This is an optimization exercise on Yosys and OpenROAD, whose aim is small area, a short achievable clock period and few clock cycles, not a production implementation.
Only simulation tests tie the RTL to the original design; equivalence was not proved.
No activity file was given, so power comes from the tool's default toggle rates.

// ssdv_recoder
module ssdv_recoder (
    input  wire        clk,
    input  wire        rst,
    input  wire        in_valid,
    output wire        in_ready,
    input  wire [1:0]  in_op,
    input  wire [11:0] in_coef,
    input  wire [7:0]  in_qs,
    input  wire [7:0]  in_qd,
    input  wire [1:0]  in_comp,
    input  wire        in_rb,
    input  wire        in_dec,
    output reg         out_valid,
    input  wire        out_ready,
    output reg  [7:0]  out_byte
);
    localparam OP_COEF = 2'd0, OP_EOB = 2'd1, OP_SYNC = 2'd2, OP_INIT = 2'd3;
    localparam W = 40;             
    localparam T_AC = 3'd0, T_DC = 3'd1, T_EOB = 3'd2, T_SYNC = 3'd3,
               T_INIT = 3'd4, T_ACL = 3'd5;  
    wire stall;
    assign in_ready = !stall;
    wire adv = !stall;
    reg  [5:0]  k;
    reg         decb;
    reg  [15:0] dcs0, dcs1, dcs2;
    wire        is_dc  = (k == 6'd0);
    wire [15:0] v16    = {{4{in_coef[11]}}, in_coef};
    wire [15:0] dcs_c  = (in_comp == 2'd0) ? dcs0 : (in_comp == 2'd1) ? dcs1 : dcs2;
    wire [15:0] dc_abs = (decb && in_rb) ? v16 : (dcs_c + v16);
    wire [15:0] xb     = is_dc ? dc_abs : v16;
    reg  [2:0]  b_kind;
    always @(*) begin
        case (in_op)
            OP_COEF: b_kind = is_dc ? T_DC : (k == 6'd63) ? T_ACL : T_AC;
            OP_EOB:  b_kind = T_EOB;
            OP_SYNC: b_kind = T_SYNC;
            default: b_kind = T_INIT;
        endcase
    end
    reg         bv;
    reg  [2:0]  bkind;
    reg  [15:0] bx;            
    reg         bneg;
    reg  [7:0]  bqs, bqd;
    reg  [1:0]  bcomp;
    reg         brb;
    always @(posedge clk) begin
        if (rst) begin
            k <= 6'd0; decb <= 1'b0;
            dcs0 <= 16'd0; dcs1 <= 16'd0; dcs2 <= 16'd0;
            bv <= 1'b0;
  ...
make LEC_CHECK=0 CAP_MARGIN=20 CORE_MARGIN=2 CORE_UTILIZATION=40 PLACE_DENSITY=0.6 SETUP_SLACK_MARGIN=4 SLEW_MARGIN=20 SYNTH_MEMORY_MAX_BITS=65536 finish   # period 8.0 ns
run.sh (not shown) runs the stock make flow with config.mk's settings and CLKGATE_MAP_FILE= SYNTH_SCRIPT=/design/flow/synth_recipe.tcl, a recipe that flattens the netlist after the stock synthesis.
The starting point completed without violations.
Testbench counts at the start, summed over its fixed seeds: cycles 22,021.
Change:
--- a/flow/config.mk
+++ b/flow/config.mk
@@ -11,3 +11,3 @@
 export PLACE_DENSITY = 0.6
-export SETUP_SLACK_MARGIN = 4
+export SETUP_SLACK_MARGIN = 3
 export SLEW_MARGIN = 20
Result: Maximum frequency increases by 0.44%. Combinational power decreases by 13%. Synthesized cell count is unchanged. Sequential power is about the same. Wire length decreases by about 5%. Setup slack is better by 24 ps. First-iteration DRC count decreases by about 8%. Sequential cell count is unchanged.

---

## wip/maple
Another version of the RTL of ssdv_recoder (not shown whole).
Size in the first run: roughly 3800 cells after synthesis, roughly 410 flip-flops, roughly 48 I/O pins, about 34000 µm² of cells after synthesis.
clock: 8.0 ns
lec_check: 0
cap_margin: 20
core_margin: 2
core_utilization: 40
place_density: 0.6
setup_slack_margin: 2.6
slew_margin: 20
synth_memory_max_bits: 65536
Testbench counts of wip/maple, summed over its fixed seeds: cycles 22,021.
Changes in wip/umber relative to wip/maple:
- PLACE_DENSITY now 0.75, was 0.6
- CORE_UTILIZATION now 60, was 40
- SETUP_SLACK_MARGIN now 3.0, was 2.6
[summary]
wip/maple ended up with plen[0] as its origin of the worst setup path; wip/umber ended up with ftag[0]. Changes observed in wip/umber relative to wip/maple: area taken by multi-input logic gates went up by about 1.7%, number of global-route vias before repair +about 5.5%, share of total power in combinational logic moved up, number of rows in the core area decreased by 19% relative to the old numbers, max-slew headroom at the worst pin down 1.6 points. wip/umber against wip/maple: sequential portion of the cell area flat; least setup slack across all paths after layout down 0.036 ns; cell count down about 7%.
What wip/fjord does differently from wip/umber at the input level:
- PLACE_DENSITY changed from 0.75 to 0.6
- CORE_UTILIZATION changed from 60 to 40
==> comparison <==
- On wip/fjord: post-route met1 wirelength is 11% higher than what wip/umber gave.
- On final-layout worst hold slack, wip/umber and wip/fjord are basically level.
- For stage delay of the slowest cell on the critical path, wip/fjord and wip/umber come out practically identical.
- Final routed wirelength across all metal layers in wip/fjord is about 1.8% higher than in wip/umber
- wip/fjord vs. wip/umber: ratio of total power to cell area has decreased, leakage dissipation now larger.
- Final cell count without fillers: higher on wip/fjord
- wip/fjord and wip/umber ended up with roughly the same number of nets at the end of the flow.
- Comparing wip/umber and wip/fjord, the lower register share of the cell area is on wip/fjord.
Here is what was changed in the inputs of wip/zinc compared with wip/fjord.
- changing SETUP_SLACK_MARGIN from 3.0 to 3.5
==> comparison <==
Summary of wip/zinc over wip/fjord: total wire length now larger; placement-stage worst setup slack now larger.
Total CTS buffers: wip/zinc < wip/fjord
Count of clock-buffer cells in the layout: wip/zinc > wip/fjord
wip/zinc against wip/fjord: post-layout total power increased 11%; met3 usage essentially unchanged; clock insertion delay at the later pin of the skew report decreased 0.02 ns.
Relative to wip/fjord, power share of the combinational group has gone up in wip/zinc.
| worst hold slack | higher: wip/fjord |
Summary: via count of the routed design, wip/zinc worse than wip/fjord
> inputs changed (wip/zinc -> wip/pepper)
- TNS_END_PERCENT: unset -> 10
- SETUP_SLACK_MARGIN: 3.5 -> 3.0
==> comparison <==
- Every stage of the flow completed for wip/pepper, and the final layout passed the timing, design-rule and antenna checks.
- Time the worst path needs with I/O delays and setup in wip/pepper is 0.0087 ns higher than in wip/zinc
- The slowest cell on the critical path comes out edfxtp_1 in one run and or4_4 in the other, namely in wip/zinc and wip/pepper respectively.
- Sort wip/zinc and wip/pepper by pre-CTS setup slack, ascending, and wip/zinc comes first.
- Compared with wip/zinc, wip/pepper is the less power-hungry design.
- Fraction of power consumed by the clock network delta for wip/pepper relative to wip/zinc: 2.0 points higher
- From wip/zinc to wip/pepper the numbers moved as follows: number of clock buffer instances in the layout higher; slew at the pin closest to its max-slew limit roughly the same; maximum achievable frequency roughly the same.

---

ssdv_recoder, a different RTL version from the one above (not shown whole).
Size in the first run: ~3800 cells after synthesis, ~48 I/O pins.
clock: 8.0 ns
lec_check: 0
cap_margin: 20
core_margin: 2
core_utilization: 40
place_density: 0.75
setup_slack_margin: 3.6
slew_margin: 20
synth_memory_max_bits: 65536
tns_end_percent: 5
The baseline completed with no timing, DRC or antenna violations.
Testbench counts at the start, summed over its fixed seeds: cycles 22,021.
==> next run, changes <==
- PLACE_DENSITY: 0.75 -> 0.6
- SETUP_SLACK_MARGIN: 3.6 -> 3.9
Effect: Critical path depth drops by 9; hold slack got worse by 8.3 ps; non-clock buffer count is higher by 89; sequential share of layout area is lower by 1.1 points; final area came out higher by 4.2%; clock power came out higher by about 5%; first-iteration DRC count decreases by 19%; maximum frequency came out higher by 6.3%; sequential power is about the same; routed wire length came out higher by 5.2%.

---

Another version of the RTL of ssdv_recoder (not shown whole).
Size in the first run: about 3,800 cells after synthesis, about 410 flip-flops, ~48 I/O pins, roughly 34,000 um^2 of cells after synthesis.
==> flow/config.mk <==
export PLATFORM = sky130hd
export DESIGN_NAME = ssdv_recoder
export DESIGN_NICKNAME = ssdv_recoder
export VERILOG_FILES = /design/flow/design.v
export SDC_FILE = /design/flow/constraint.sdc
export NUM_CORES = 4
export LEC_CHECK = 0
export CAP_MARGIN = 20
export CORE_MARGIN = 2
export CORE_UTILIZATION = 40
export PLACE_DENSITY = 0.6
export SETUP_SLACK_MARGIN = 3.0
export SLEW_MARGIN = 20
export SYNTH_MEMORY_MAX_BITS = 65536
export TNS_END_PERCENT = 10
==> flow/constraint.sdc <==
create_clock -name core_clock -period 8.0 [get_ports {clk}]
set_input_delay 1.6000 -clock core_clock [delete_from_list [all_inputs] [get_ports {clk}]]
set_output_delay 1.6000 -clock core_clock [all_outputs]
set_load 0.01 [all_outputs]
Testbench counts at the start, summed over its fixed seeds: cycles 22,021.
Rerun with:
--- a/flow/config.mk
+++ b/flow/config.mk
@@ -11,5 +11,5 @@
 export PLACE_DENSITY = 0.6
-export SETUP_SLACK_MARGIN = 3.0
+export SETUP_SLACK_MARGIN = 3.3
 export SLEW_MARGIN = 20
 export SYNTH_MEMORY_MAX_BITS = 65536
-export TNS_END_PERCENT = 10
+export TNS_END_PERCENT = 5
What happened:
- clock skew came out lower by 5.2 ps
- power came out higher by about 1.4%
- sequential share of layout area came out lower by 0.17 points
- cell area came out higher by 0.61%
- sequential power barely changes
- register-to-register slack gets better by 230 ps
- via count is about the same
- cell count came out higher by 0.44%

---

Setup of v25:
RTL: one of the versions met above, not the one the previous note started from.
Size in the first run: roughly 410 flip-flops, roughly 48 I/O pins, ~34,000 um^2 of cells after synthesis.
==> flow/config.mk <==
export PLATFORM = sky130hd
export DESIGN_NAME = ssdv_recoder
export DESIGN_NICKNAME = ssdv_recoder
export VERILOG_FILES = /design/flow/design.v
export SDC_FILE = /design/flow/constraint.sdc
export NUM_CORES = 4
export LEC_CHECK = 0
export CAP_MARGIN = 20
export CORE_MARGIN = 2
export CORE_UTILIZATION = 40
export PLACE_DENSITY = 0.6
export SETUP_SLACK_MARGIN = 3.3
export SLEW_MARGIN = 20
export SYNTH_MEMORY_MAX_BITS = 65536
export TNS_END_PERCENT = 5
==> flow/constraint.sdc <==
create_clock -name core_clock -period 8.0 [get_ports {clk}]
set_input_delay 1.6000 -clock core_clock [delete_from_list [all_inputs] [get_ports {clk}]]
set_output_delay 1.6000 -clock core_clock [all_outputs]
set_load 0.01 [all_outputs]
Testbench counts of v25, summed over its fixed seeds: cycles 22,021.
diff inputs: v25 => v12
diff --git a/flow/config.mk b/flow/config.mk
--- a/flow/config.mk
+++ b/flow/config.mk
@@ -10,5 +10,5 @@
 export CORE_UTILIZATION = 40
 export PLACE_DENSITY = 0.6
-export SETUP_SLACK_MARGIN = 3.3
+export SETUP_SLACK_MARGIN = 3.6
 export SLEW_MARGIN = 20
 export SYNTH_MEMORY_MAX_BITS = 65536
- Having completed the whole flow, v12 delivered a layout that passed the timing, design-rule and antenna checks.
- Between v12 and v25, it is v12 whose count of buffers added by post-CTS timing repair for setup is higher, by 60.
- Of the two values seen for endpoint of the most critical setup path, in_ready was produced by v25 and bx[13] by v12.
- Any difference in number of nets at the end of the flow between v12 and v25 is small enough to ignore.
- Critical path buffer and inverter count: v12 vs v25 down 1
- Per the comparison of v12 with v25, post-cts gate resize count climbed 210%; initial DRC count increased 207; wire length of the first global-routing pass +4700 um; length of routed wiring on met1 went up.
- Per the comparison of v12 with v25, power density relative to cell area shows an increase of 0.91%; area growth from synthesis to layout increased 0.96 points.
- Total wire length: v12 vs v25 up about 2%
- v12: worst supply voltage drop on vdd higher than v25

re-timing with driven ports:
The flow's constraints put no driver on any port. The routed layouts listed below were extracted and timed again, unchanged, in two steps.
Step 1: set_driving_cell puts a clkbuf_16 on clk and a buf_2 on each other input, an assumption about the parent block.
Step 2 moves the port delays by t, midway between the first and last clock arrival at a register: inputs arrive t later, outputs are due t later. That takes back most of the time a late clock gives input paths.
Three values: ideal ports, drivers, drivers and shift; two values: the first two.
run	t (ns)	slack for setup (ns)	latest minus earliest clock arrival (ns)	worst register clock-pin slew, ns	cell pins on the clock port's net
the first run of note 1	0.663	2.578 / 2.578 / 2.578	0.018 / 0.018	0.07 / 0.07	1
the second run of note 1	0.633	2.602 / 2.602 / 2.602	0.046 / 0.045	0.07 / 0.07	1
wip/maple	0.661	2.847 / 2.781 / 2.327	0.065 / 0.064	0.07 / 0.07	1
wip/umber	0.635	2.812 / 2.812 / 2.581	0.037 / 0.036	0.07 / 0.07	1
wip/fjord	0.676	2.965 / 2.965 / 2.632	0.061 / 0.061	0.07 / 0.07	1
wip/zinc	0.651	3.062 / 3.062 / 2.980	0.062 / 0.062	0.07 / 0.07	1
wip/pepper	0.673	3.053 / 2.995 / 2.587	0.025 / 0.025	0.08 / 0.08	1
the first run of note 3	0.643	3.219 / 3.202 / 2.765	0.024 / 0.023	0.07 / 0.07	1
the second run of note 3	0.651	3.501 / 3.431 / 3.275	0.041 / 0.041	0.06 / 0.06	1
the first run of note 4	0.666	3.106 / 3.119 / 2.483	0.045 / 0.045	0.06 / 0.06	1
the second run of note 4	0.654	3.220 / 3.157 / 2.885	0.042 / 0.042	0.06 / 0.06	1
v25	0.655	3.312 / 3.255 / 2.818	0.047 / 0.047	0.07 / 0.07	1
v12	0.655	3.461 / 3.428 / 2.854	0.029 / 0.028	0.07 / 0.07	1
After both steps every run listed still meets setup and hold. The setup slack of the first run of note 4, which loses most, moves by +0.013 ns with the drivers and by -0.623 ns with both steps.
